This design comes from an exercise in tuning for small area on the open sky130 flow, not from production work.
Function was checked by simulation only, so behaviour that the tests miss may differ from the original.
The clock port is modelled as an ideal driver; clocking choices that lean on that would not hold on a real chip.

==> flow/design.v (excerpt) <==
module a362m (
    input  wire        clk,
    input  wire        rst_n,
    input  wire        cmd_valid,
    input  wire [39:0] cmd_word,
    output wire        cmd_ready,
    output reg         done_valid,
    output wire [2:0]  done_status,
    output reg  [15:0] rd,
    output reg  [15:0] fx,
    output reg  [15:0] fy,
    output reg  [15:0] fz,
    output reg  [15:0] ft,
    output reg  [63:0] burst_buf,
    output reg  [3:0]  bufn,
    output reg  [7:0]  want,
    output reg  [7:0]  echo,
    output reg  [2:0]  status,
    output reg  [3:0]  err,
    output wire        busy,
    output wire        cs_open,
    output wire        tx_valid,
    output wire [7:0]  tx_byte,
    input  wire        rx_valid,
    input  wire [7:0]  rx_byte,
    input  wire        bus_fail
);
    localparam [4:0] OP_RD1    = 5'h01, OP_WR1   = 5'h02, OP_RD2    = 5'h03,
  ...
Size in the first run: about 890 cells after synthesis, roughly 250 flip-flops, about 240 I/O pins, ~10,000 um^2 of cells after synthesis.
==> flow/config.mk <==
export PLATFORM = sky130hd
export DESIGN_NAME = a362m
export DESIGN_NICKNAME = a362m
export VERILOG_FILES = /design/flow/design.v
export SDC_FILE = /design/flow/constraint.sdc
export NUM_CORES = 4
export LEC_CHECK = 0
export CAP_MARGIN = 20
export CORE_MARGIN = 2
export CORE_UTILIZATION = 60
export PLACE_DENSITY = 0.75
export SLEW_MARGIN = 20
export SYNTH_HIERARCHICAL = 1
==> flow/constraint.sdc <==
create_clock -name core_clock -period 7.0 [get_ports {clk}]
set_input_delay 1.4000 -clock core_clock [delete_from_list [all_inputs] [get_ports {clk}]]
set_output_delay 1.4000 -clock core_clock [all_outputs]
set_load 0.01 [all_outputs]
standard.sh (not shown) runs the stock make flow with config.mk's settings and CLKGATE_MAP_FILE= SYNTH_SCRIPT=/design/flow/synth_recipe.tcl, a recipe that flattens the netlist after the stock synthesis.
==> flow/flow/run.sh <==
#!/bin/bash
# The standard flow (standard.sh) with these changes:
#  - synthesis: the standard flow's own synthesis script (synth_recipe.tcl), except that
#    ABC maps the logic with an area-oriented script (flow/area.abc, hooked
#    in by flow/abc_override.tcl); the registers are not touched
#  - input and output port buffers: sky130_fd_sc_hd__buf_1
#  - clock tree: clkbuf_4 buffers, no dummy loads
#  - after CTS: non-critical cells downsized (flow/post_cts.tcl)
# Each tool's output is logged by ORFS under orfs/logs; make's is in
# standard.log.
set -euo pipefail
HERE=$PWD
{
  printf 'set ::env(MY_ABC_SCRIPT) {%s}\n' "$HERE/flow/area.abc"
  cat flow/abc_override.tcl
  cat synth_recipe.tcl
} > synth_area.tcl
sed "s#SYNTH_SCRIPT=[^ ]*#SYNTH_SCRIPT=$HERE/synth_area.tcl#" standard.sh > standard_area.sh
grep -q "SYNTH_SCRIPT=$HERE/synth_area.tcl" standard_area.sh
export BUFFER_PORTS_ARGS="-buffer_cell sky130_fd_sc_hd__buf_1"
export CTS_ARGS="-sink_clustering_enable -repair_clock_nets -dont_use_dummy_load -buf_list sky130_fd_sc_hd__clkbuf_4 -sink_clustering_size 10 -sink_clustering_max_diameter 45"
export POST_CTS_TCL="$HERE/flow/post_cts.tcl"
bash standard_area.sh > standard.log 2>&1
==> flow/flow/abc_override.tcl <==
# ABC maps the logic between the registers with flow/area.abc, an
# area-oriented script, in place of ORFS's speed script; every other
# argument of the call is kept.
proc abc {args} {
  set i [lsearch -exact $args -script]
  if {$i >= 0} {
    set args [lreplace $args [expr {$i + 1}] [expr {$i + 1}] $::env(MY_ABC_SCRIPT)]
  }
  yosys abc {*}$args
}
==> flow/flow/area.abc <==
strash
&get -n
&fraig -x
&put
scorr
dc2
strash
dch -f
map -a
&get -n
&st
&syn2
&dch -f
&nf -a -R 1000
&put
==> flow/flow/post_cts.tcl <==
# After CTS: downsize cells off the critical paths, then repair any slew or
# capacitance limits that broke, and legalize the placement again.
estimate_parasitics -placement
repair_timing -recover_power 100 -verbose
repair_design -slew_margin 20 -cap_margin 20 -verbose
detailed_placement
check_placement -verbose
Edit:
--- a/flow/design.v
+++ b/flow/design.v
@@ -122,30 +122,27 @@
     wire flag    = b[7][3];
     wire o_cfg   = (op[4:1] == 4'b1100);
     wire o_act   = o_cfg & ~op[0];
     wire o_setf  = (op == OP_SETF);
     wire o_rdf   = (op == OP_RDF);
     wire o_rdb   = (op == OP_RDB);
     wire o_xyzt  = (op == OP_RDXYZT);
     wire o_rds12 = (op == OP_RDS12);
-    wire o_rds8  = (op == OP_RDS8);
-    wire o_meas  = (op == OP_MEASON);
-    wire o_srst  = (op == OP_SRESET);
     wire o_wr2   = (op == OP_WR2);
     wire o_rd2   = (op == OP_RD2);
     wire wr_frame = step[0];
     wire off1     = (step == T_VFY);
     wire s2       = (step == T_RDT);
     reg [7:0] f_addr;
     always @(*) begin
         case (step)
-            T_THR: f_addr = o_act ? 8'h20 : 8'h23;
-            T_TIME: f_addr = o_act ? 8'h22 : 8'h25;
-            T_VFY: f_addr = 8'h27;
+            T_THR:   f_addr = o_act ? 8'h20 : 8'h23;
+            T_TIME:  f_addr = o_act ? 8'h22 : 8'h25;
+            T_VFY:   f_addr = 8'h27;
             default: f_addr = o_cfg ? 8'h27 : b[3];
         endcase
     end
     reg [2:0] f_lastj;
     always @(*) begin
         if (step == T_THR || (step == T_TIME && !o_act) ||
             (step == T_WR && o_wr2) ||
             (step == T_DATA && (o_rd2 || o_rds12)))
=>
- final area is unchanged
- wire length stays the same
- global-route usage stays the same
- non-clock buffer count does not change
- via count does not change
- worst setup slack is unchanged

static timing again, ports no longer ideal:
Ports are ideal in the flow. The routed layouts listed here were re-timed in OpenROAD. Step 1: set_driving_cell puts a clkbuf_16 on clk and a buf_2 on each other input, an assumption about the parent block. Step 2 moves the port delays by t, midway between the first and last clock arrival at a register: inputs arrive t later, outputs are due t later. That takes back most of the time a late clock gives input paths. a / b / c = no drivers / after step 1 / after step 2; a / b = the first two.
run | t, ns | setup slack, ns | hold slack, ns | slew at the worst register clock pin (ns) | worst slew at a driven data input, ns
the first run | 0.641 | 2.605 / 2.565 / 2.439 | 0.469 / 0.469 / 0.469 | 0.10 / 0.10 | 0.04
the second run | 0.641 | 2.605 / 2.565 / 2.439 | 0.469 / 0.469 / 0.469 | 0.10 / 0.10 | 0.04
After both steps setup and hold are still met in every run listed.
